From an optimization exercise on the open Yosys and OpenROAD flow, aimed at small area, a short achievable clock period and few clock cycles per item; shortcuts taken in it are not production practice.
Where RTL was checked, it was by simulation tests only, not by an equivalence proof against the original.
Power and IR drop assume default switching activity.

the reference run:
==> module teavault_cipher, before the edit <==
module teavault_cipher (
    input  wire         clk,
    input  wire         rst,           
    input  wire         in_valid,
    output wire         in_ready,
    input  wire         in_decrypt,    
    input  wire [127:0] in_key,
    input  wire [63:0]  in_block,
    output wire         out_valid,
    input  wire         out_ready,
    output wire [63:0]  out_block
);
    localparam [31:0] DELTA   = 32'h9E3779B9;
    localparam [31:0] INITSUM = 32'h8DDE6E40;    
    reg        busy;       
    reg        full;       
    reg        last;       
    reg        pre;        
    reg        post;       
    reg [6:0]  cnt;        
    reg        dec;
    reg [31:0] a, b;       
    reg [31:0] sum;        
    reg [63:0] kp;         
    function [31:0] add32(input [31:0] x, input [31:0] y, input ci);
        reg [31:0] g, p, gg, pp, gn, pn;
        integer i, l;
        begin
            g = x & y;
            p = x ^ y;
            gg = g; pp = p;
            gg[0] = g[0] | (p[0] & ci);
            for (l = 0; l < 5; l = l + 1) begin
                gn = gg; pn = pp;
                for (i = 0; i < 32; i = i + 1)
                    if (i[l]) begin
                        gn[i] = gg[i] | (pp[i] & gg[((i >> l) << l) - 1]);
                        pn[i] = pp[i] & pp[((i >> l) << l) - 1];
                    end
                gg = gn; pp = pn;
            end
            add32 = p ^ {gg[30:0], ci};
        end
    endfunction
    wire        z   = pre | post;
    wire        sub = dec & ~z;
    wire [31:0] ka  = kp[63:32];
    wire [31:0] kb  = kp[31:0];
    wire [31:0] f   = add32(b << 4, ka, 1'b0) ^ add32(b, sum, 1'b0) ^ add32(b >> 5, kb, 1'b0);
    wire [31:0] fx  = (f & {32{~z}}) ^ {32{sub}};
    wire [31:0] nb  = add32(a, fx, sub);           
    wire [31:0] dd  = {DELTA[31:1] ^ {31{dec}}, 1'b1};    
    wire ld = !busy && (!full || out_ready);     
    assign in_ready  = last;
    assign out_valid = full;
    assign out_block = {a, b};
    always @(posedge clk) begin
        if (ld ? in_decrypt : (pre | (cnt[0] ^ ~dec)))
            kp <= in_key[63:0];
        else
            kp <= in_key[127:64];
        if (ld) begin
            a    <= in_block[63:32];
            b    <= in_block[31:0];
            sum  <= in_decrypt ? INITSUM : DELTA;
            dec  <= in_decrypt;
            cnt  <= 7'd0;
            pre  <= in_decrypt;
            post <= 1'b0;
        end else if (busy) begin
            a    <= b;
            b    <= nb;
            if (cnt[0])
                sum <= sum + dd;
            if (!pre)
                cnt <= cnt + 7'd1;
            pre  <= 1'b0;
            post <= dec & ~pre & ~post & (cnt == 7'd127);
        end
        if (rst) begin
            busy <= 1'b0;
            full <= 1'b0;
            last <= 1'b0;
        end else begin
            if (ld) begin
                busy <= in_valid;
                full <= 1'b0;
                last <= 1'b0;
            end else if (busy) begin
                last <= ~pre & ~post & (cnt == (dec ? 7'd127 : 7'd126));
                if (last) begin
                    busy <= 1'b0;
                    full <= 1'b1;
                end
            end
        end
    end
endmodule
clock: 12.0 ns
lec_check: 0
abc_area: 1
cap_margin: 20
core_margin: 2
core_utilization: 40
slew_margin: 20
buffer_ports_args: -buffer_cell sky130_fd_sc_hd__buf_1
adder_map_file: 
setup_slack_margin: 8
tns_end_percent: 0
standard.sh (not shown) runs the stock make flow with config.mk's settings and CLKGATE_MAP_FILE= SYNTH_SCRIPT=/design/flow/synth_recipe.tcl, a recipe that flattens the netlist after the stock synthesis.
==> flow/flow/run.sh <==
#!/bin/bash
# The standard ORFS layout (standard.sh), with these changes to how the
# layout is made (the SDC and clock period stay the standard flow's):
#  - ports are buffered with buf_1 cells instead of delay buffers;
#  - synthesis does not map adders to the library's fa/ha cells (same
#    synthesis script and registers, the adders are left to ABC);
#  - timing repair aims for more setup slack, on the worst path only.
set -e
cat >> "$FLOW_CONFIG" <<'EOC'
export BUFFER_PORTS_ARGS = -buffer_cell sky130_fd_sc_hd__buf_1
export ADDER_MAP_FILE = 
export SETUP_SLACK_MARGIN = 8
export TNS_END_PERCENT = 0
EOC
bash standard.sh > standard.log 2>&1
Testbench counts of the reference run, summed over its fixed seeds: cycles 166,398, items 1,280.
diff inputs: the reference run => the trial run
--- a/flow/design.v
+++ b/flow/design.v
@@ -41,15 +41,49 @@
             end
             add32 = p ^ {gg[30:0], ci};
         end
     endfunction
+    function [31:0] add32bk(input [31:0] x, input [31:0] y, input ci);
+        reg [31:0] g, p, gg, pp;
+        integer i, l;
+        begin
+            g = x & y;
+            p = x ^ y;
+            gg = g; pp = p;
+            gg[0] = g[0] | (p[0] & ci);
+            for (l = 0; l < 5; l = l + 1)
+                for (i = 0; i < 32; i = i + 1)
+                    if (((i + 1) % (2 << l)) == 0) begin
+                        gg[i] = gg[i] | (pp[i] & gg[i - (1 << l)]);
+                        pp[i] = pp[i] & pp[i - (1 << l)];
+                    end
+            for (l = 3; l >= 0; l = l - 1)
+                for (i = 0; i < 32; i = i + 1)
+                    if (((i + 1) % (2 << l)) == (1 << l) && i >= (2 << l)) begin
+                        gg[i] = gg[i] | (pp[i] & gg[i - (1 << l)]);
+                        pp[i] = pp[i] & pp[i - (1 << l)];
+                    end
+            add32bk = p ^ {gg[30:0], ci};
+        end
+    endfunction
+    function [31:0] add32r(input [31:0] x, input [31:0] y);
+        reg c;
+        integer i;
+        begin
+            c = 1'b0;
+            for (i = 0; i < 32; i = i + 1) begin
+                add32r[i] = x[i] ^ y[i] ^ c;
+                c = (x[i] & y[i]) | (x[i] & c) | (y[i] & c);
+            end
+        end
+    endfunction
     wire        z   = pre | post;
     wire        sub = dec & ~z;
     wire [31:0] ka  = kp[63:32];
     wire [31:0] kb  = kp[31:0];
-    wire [31:0] f   = add32(b << 4, ka, 1'b0) ^ add32(b, sum, 1'b0) ^ add32(b >> 5, kb, 1'b0);
+    wire [31:0] f   = add32bk(b << 4, ka, 1'b0) ^ add32bk(b, sum, 1'b0) ^ add32bk(b >> 5, kb, 1'b0);
     wire [31:0] fx  = (f & {32{~z}}) ^ {32{sub}};
-    wire [31:0] nb  = add32(a, fx, sub);           
+    wire [31:0] nb  = add32bk(a, fx, sub);           
     wire [31:0] dd  = {DELTA[31:1] ^ {31{dec}}, 1'b1};    
     wire ld = !busy && (!full || out_ready);     
     assign in_ready  = last;
     assign out_valid = full;
@@ -70,9 +104,9 @@
         end else if (busy) begin
             a    <= b;
             b    <= nb;
             if (cnt[0])
-                sum <= sum + dd;
+                sum <= add32r(sum, dd);
             if (!pre)
                 cnt <= cnt + 7'd1;
             pre  <= 1'b0;
             post <= dec & ~pre & ~post & (cnt == 7'd127);
==> comparison <==
Clock buffer and inverter area fraction after layout essentially unchanged between the trial run and the reference run. Row clock network fraction of total power: the trial run lower / the reference run higher. Compared with the reference run, the trial run shows a higher share of the core filled with cells in the final layout. Diff the reference run and the trial run: number of multi-input logic gates higher in the reference run. Summary of the trial run over the reference run: power dissipated by switching net loads +0.22 mW; cell area decreased by about 10% relative to the old numbers. Setup slack of the critical path after layout on the trial run is behind the reference run. [the trial run] relative slew slack rose 3.0 points relative to the reference run. [compare] base=the reference run new=the trial run: wire length dropped 11000 um; count of clock buffers in the final design climbed 5; fraction of met1 tracks used by global routing dropped 4.5 points. The trial run vs the reference run — instance area at placement dropped 14%. Diff the reference run and the trial run: global-route usage higher in the reference run.
No functional check of the RTL was part of the trial run.

* * *

## blue
Another version of the RTL of teavault_cipher (not shown whole).
For scale: about 2,200 cells after synthesis, roughly 180 flip-flops, about 260 I/O pins, roughly 15,000 um2 of cells after synthesis.
==> module teavault_cipher, before the edit <==
module teavault_cipher (
    input  wire         clk,
    input  wire         rst,           
    input  wire         in_valid,
    output wire         in_ready,
    input  wire         in_decrypt,    
    input  wire [127:0] in_key,
    input  wire [63:0]  in_block,
    output wire         out_valid,
    input  wire         out_ready,
    output wire [63:0]  out_block
);
    localparam [31:0] DELTA   = 32'h9E3779B9;
    localparam [31:0] INITSUM = 32'h8DDE6E40;    
    function [31:0] add32(input [31:0] x, input [31:0] y, input ci);
        reg [31:0] g, p, gg, pp, gn, pn;
        integer i, l;
        begin
            g = x & y;
            p = x ^ y;
            gg = g; pp = p;
            gg[0] = g[0] | (p[0] & ci);
            for (l = 0; l < 5; l = l + 1) begin
                gn = gg; pn = pp;
                for (i = 0; i < 32; i = i + 1)
                    if (i[l]) begin
                        gn[i] = gg[i] | (pp[i] & gg[((i >> l) << l) - 1]);
                        pn[i] = pp[i] & pp[((i >> l) << l) - 1];
                    end
                gg = gn; pp = pn;
            end
            add32 = p ^ {gg[30:0], ci};
        end
    endfunction
    function [31:0] add32bk(input [31:0] x, input [31:0] y, input ci);
        reg [31:0] g, p, gg, pp;
        integer i, l;
        begin
            g = x & y;
            p = x ^ y;
            gg = g; pp = p;
            gg[0] = g[0] | (p[0] & ci);
            for (l = 0; l < 5; l = l + 1)
                for (i = 0; i < 32; i = i + 1)
                    if (((i + 1) % (2 << l)) == 0) begin
                        gg[i] = gg[i] | (pp[i] & gg[i - (1 << l)]);
                        pp[i] = pp[i] & pp[i - (1 << l)];
                    end
            for (l = 3; l >= 0; l = l - 1)
                for (i = 0; i < 32; i = i + 1)
                    if (((i + 1) % (2 << l)) == (1 << l) && i >= (2 << l)) begin
                        gg[i] = gg[i] | (pp[i] & gg[i - (1 << l)]);
                        pp[i] = pp[i] & pp[i - (1 << l)];
                    end
            add32bk = p ^ {gg[30:0], ci};
        end
    endfunction
    function [31:0] add32sp4(input [31:0] x, input [31:0] y, input ci);
        reg [31:0] g, p;
        reg [31:0] c;   
        reg [31:0] BG, BP, GG, PP, GN, PN;   
        integer i, j, l, nb;
        begin
            g = x & y; p = x ^ y;
            nb = 32 / 4;
            for (i = 0; i < 32 / 4; i = i + 1) begin
                BG[i] = 1'b0; BP[i] = 1'b1;
                for (j = 0; j < 4; j = j + 1) begin
                    BG[i] = g[i*4+j] | (p[i*4+j] & BG[i]);
                    BP[i] = BP[i] & p[i*4+j];
                end
            end
            GG = BG; PP = BP;
            for (l = 0; l < 5; l = l + 1) begin
                GN = GG; PN = PP;
                for (i = 0; i < 32 / 4; i = i + 1)
                    if (i[l]) begin
                        GN[i] = GG[i] | (PP[i] & GG[((i >> l) << l) - 1]);
                        PN[i] = PP[i] & PP[((i >> l) << l) - 1];
                    end
                GG = GN; PP = PN;
            end
            for (i = 0; i < 32 / 4; i = i + 1) begin
                c[i*4] = (i == 0) ? ci : (GG[i-1] | (PP[i-1] & ci));
                for (j = 1; j < 4; j = j + 1)
                    c[i*4+j] = g[i*4+j-1] | (p[i*4+j-1] & c[i*4+j-1]);
            end
            add32sp4 = p ^ c;
        end
    endfunction
    reg        busy;       
    reg        full;       
    reg        ph;         
    reg        last;       
    reg        nz;         
    reg        sub;        
    reg [7:0]  cnt;        
    reg        dec;
    reg [31:0] a, b;       
    reg [31:0] sum;        
    reg [63:0] kp;         
    wire [31:0] ka  = kp[63:32];
    wire [31:0] kb  = kp[31:0];
    wire [31:0] t1, t2, t3;
    tv_add_bk u_t1 (.x(b << 4), .y(ka),  .ci(1'b0), .s(t1));    
    tv_add_bk u_t2 (.x(b),      .y(sum), .ci(1'b0), .s(t2));    
    tv_add_bk u_t3 (.x(b >> 5), .y(kb),  .ci(1'b0), .s(t3));    
    wire [31:0] f   = t1 ^ t2 ^ t3;
    wire [31:0] fx  = (f & {32{nz}}) ^ {32{sub}};    
    wire [31:0] nb  = add32(a, fx, sub);             
    wire [31:0] dd  = {DELTA[31:1] ^ {31{dec}}, 1'b1};    
    assign in_ready  = last;
    assign out_valid = full;
    assign out_block = {a, b};
    always @(posedge clk) begin
        if (dec ^ (busy & ~cnt[0]))
            kp <= in_key[63:0];
        else
            kp <= in_key[127:64];
        if (busy) begin
            a   <= b;
            if (cnt[0])
                sum <= add32bk(sum, dd, 1'b0);
            cnt <= cnt + 8'd1;
            nz  <= (cnt != 8'd127);
            sub <= dec & (cnt != 8'd127);
        end else begin
            if (!full || out_ready)
                a <= (ph ^ in_decrypt) ? in_block[63:32] : in_block[31:0];
            sum <= dec ? INITSUM : DELTA;
            cnt <= 8'd0;
            dec <= in_decrypt;
            nz  <= ph;
            sub <= ph & dec;
        end
        if (!full || out_ready)
            b <= nb;
        if (rst) begin
            busy <= 1'b0;
            full <= 1'b0;
            ph   <= 1'b0;
            last <= 1'b0;
        end else if (busy) begin
            last <= ~last & (cnt == (dec ? 8'd127 : 8'd126));
            if (last) begin
                busy <= 1'b0;
                full <= 1'b1;
            end
        end else if (full) begin
            if (out_ready) begin
                full <= 1'b0;
                ph   <= in_valid;
            end
        end else if (ph) begin
            ph   <= 1'b0;
            busy <= 1'b1;
        end else begin
            ph   <= in_valid;
        end
    end
endmodule
==> module tv_add_bk, before the edit <==
module tv_add_bk (
    input  wire [31:0] x,
    input  wire [31:0] y,
    input  wire        ci,
    output wire [31:0] s
);
    wire [31:0] g0 = x & y;
    wire [31:0] p0 = x ^ y;
    wire [31:0] g [0:9];
    wire [31:0] p [0:9];
    assign g[0] = {g0[31:1], g0[0] | (p0[0] & ci)};
    assign p[0] = p0;
    genvar l, i;
    generate
        for (l = 1; l <= 5; l = l + 1) begin : up
            for (i = 0; i < 32; i = i + 1) begin : b
                if (((i + 1) % (1 << l)) == 0) begin : n
                    assign g[l][i] = g[l-1][i] | (p[l-1][i] & g[l-1][i - (1 << (l-1))]);
                    assign p[l][i] = p[l-1][i] & p[l-1][i - (1 << (l-1))];
                end else begin : w
                    assign g[l][i] = g[l-1][i];
                    assign p[l][i] = p[l-1][i];
                end
            end
        end
        for (l = 6; l <= 9; l = l + 1) begin : dn
            for (i = 0; i < 32; i = i + 1) begin : b
                if ((((i + 1) % (1 << (10 - l))) == (1 << (9 - l))) && (i >= (1 << (10 - l)))) begin : n
                    assign g[l][i] = g[l-1][i] | (p[l-1][i] & g[l-1][i - (1 << (9 - l))]);
                    assign p[l][i] = p[l-1][i] & p[l-1][i - (1 << (9 - l))];
                end else begin : w
                    assign g[l][i] = g[l-1][i];
                    assign p[l][i] = p[l-1][i];
                end
            end
        end
    endgenerate
    assign s = p0 ^ {g[9][30:0], ci};
endmodule
Settings: LEC_CHECK=0, ABC_AREA=1, CAP_MARGIN=20, CORE_MARGIN=2, CORE_UTILIZATION=40, SLEW_MARGIN=20, BUFFER_PORTS_ARGS=-buffer_cell sky130_fd_sc_hd__buf_1, ADDER_MAP_FILE=, SETUP_SLACK_MARGIN=8, TNS_END_PERCENT=0; clock period 12.0 ns.
Scripts as last shown in full above: flow/flow/run.sh
blue: full flow OK, the timing, design-rule and antenna checks passed
Testbench counts of blue, summed over its fixed seeds: cycles 167,043, items 1,280.
Setup changes, blue to green
--- a/flow/design.v
+++ b/flow/design.v
@@ -99,15 +99,11 @@
     reg [31:0] a, b;       
     reg [31:0] sum;        
     reg [63:0] kp;         
     wire [31:0] ka  = kp[63:32];
     wire [31:0] kb  = kp[31:0];
-    wire [31:0] t1, t2, t3;
-    tv_add_bk u_t1 (.x(b << 4), .y(ka),  .ci(1'b0), .s(t1));    
-    tv_add_bk u_t2 (.x(b),      .y(sum), .ci(1'b0), .s(t2));    
-    tv_add_bk u_t3 (.x(b >> 5), .y(kb),  .ci(1'b0), .s(t3));    
-    wire [31:0] f   = t1 ^ t2 ^ t3;
+    wire [31:0] f   = add32(b << 4, ka, 1'b0) ^ add32(b, sum, 1'b0) ^ add32(b >> 5, kb, 1'b0);
     wire [31:0] fx  = (f & {32{nz}}) ^ {32{sub}};    
     wire [31:0] nb  = add32(a, fx, sub);             
     wire [31:0] dd  = {DELTA[31:1] ^ {31{dec}}, 1'b1};    
     assign in_ready  = last;
     assign out_valid = full;
@@ -123,19 +119,19 @@
                 sum <= add32bk(sum, dd, 1'b0);
             cnt <= cnt + 8'd1;
             nz  <= (cnt != 8'd127);
             sub <= dec & (cnt != 8'd127);
         end else begin
-            if (!full || out_ready)
+            if (!full)
                 a <= (ph ^ in_decrypt) ? in_block[63:32] : in_block[31:0];
             sum <= dec ? INITSUM : DELTA;
             cnt <= 8'd0;
             dec <= in_decrypt;
             nz  <= ph;
             sub <= ph & dec;
         end
-        if (!full || out_ready)
+        if (!full)
             b <= nb;
         if (rst) begin
             busy <= 1'b0;
             full <= 1'b0;
             ph   <= 1'b0;
@@ -145,56 +141,15 @@
             if (last) begin
                 busy <= 1'b0;
                 full <= 1'b1;
             end
         end else if (full) begin
-            if (out_ready) begin
+            if (out_ready)
                 full <= 1'b0;
-                ph   <= in_valid;
-            end
         end else if (ph) begin
             ph   <= 1'b0;
             busy <= 1'b1;
         end else begin
             ph   <= in_valid;
         end
     end
 endmodule
-module tv_add_bk (
-    input  wire [31:0] x,
-    input  wire [31:0] y,
-    input  wire        ci,
-    output wire [31:0] s
-);
-    wire [31:0] g0 = x & y;
-    wire [31:0] p0 = x ^ y;
-    wire [31:0] g [0:9];
-    wire [31:0] p [0:9];
-    assign g[0] = {g0[31:1], g0[0] | (p0[0] & ci)};
-    assign p[0] = p0;
-    genvar l, i;
-    generate
-        for (l = 1; l <= 5; l = l + 1) begin : up
-            for (i = 0; i < 32; i = i + 1) begin : b
-                if (((i + 1) % (1 << l)) == 0) begin : n
-                    assign g[l][i] = g[l-1][i] | (p[l-1][i] & g[l-1][i - (1 << (l-1))]);
-                    assign p[l][i] = p[l-1][i] & p[l-1][i - (1 << (l-1))];
-                end else begin : w
-                    assign g[l][i] = g[l-1][i];
-                    assign p[l][i] = p[l-1][i];
-                end
-            end
-        end
-        for (l = 6; l <= 9; l = l + 1) begin : dn
-            for (i = 0; i < 32; i = i + 1) begin : b
-                if ((((i + 1) % (1 << (10 - l))) == (1 << (9 - l))) && (i >= (1 << (10 - l)))) begin : n
-                    assign g[l][i] = g[l-1][i] | (p[l-1][i] & g[l-1][i - (1 << (9 - l))]);
-                    assign p[l][i] = p[l-1][i] & p[l-1][i - (1 << (9 - l))];
-                end else begin : w
-                    assign g[l][i] = g[l-1][i];
-                    assign p[l][i] = p[l-1][i];
-                end
-            end
-        end
-    endgenerate
-    assign s = p0 ^ {g[9][30:0], ci};
-endmodule
### Flow results
- blue -> green: die area increased by a little under 10%
- Taking blue as the reference, in green final core utilization now sits lower, number of global-route vias before repair now sits higher, area share of xor/xnor cells in the synthesized design now sits lower.
- Synthesized cell count (lower): blue
- Changes observed in green relative to blue: global-route usage moved up; portion of netlist area occupied by mux cells moved down; core region area moved up; endpoint arrival time on the critical path moved down.
- Diff blue -> green | number of cells on the critical path | decrease of 2
- Via count: green worse than blue
- Compared to blue, green has layout inverter count without the clock tree about 17% higher.
- Delta (green minus blue): post-detailed-routing wire length higher; routability-driven placement congestion ratio lower.
Testbench counts of green, summed over its fixed seeds: cycles 168,315, items 1,280.

==> what the ideal ports hide <==
How much do the figures lean on ideal ports? The routed layouts below were timed once more, with nothing changed but the port constraints.
Step 1 assumes that a clkbuf_16 drives the clock port and a buf_2 every other input.
Step 2 times the ports against the registers' clock, not the clock port: input delays grow and output delays shrink by t, the midpoint of the rising clock arrivals with the driver on.
Slacks: ideal ports / drivers / drivers and shift; pairs: ideal ports / drivers.
run	t, ns	setup WS [ns]	worst setup path at the end	worst data-port slew with drivers (ns)
the reference run	0.520	8.124 / 8.124 / 7.645	input to register	0.05
the trial run	0.496	6.979 / 6.979 / 6.554	input to register	0.06
blue	0.492	8.218 / 8.169 / 7.862	input to register	0.05
green	0.500	8.301 / 8.250 / 8.018	input to register	0.05
After both steps every run listed still meets setup and hold. The setup slack of the reference run, which loses most, moves by 0.000 ns with the drivers and by -0.479 ns with both steps.
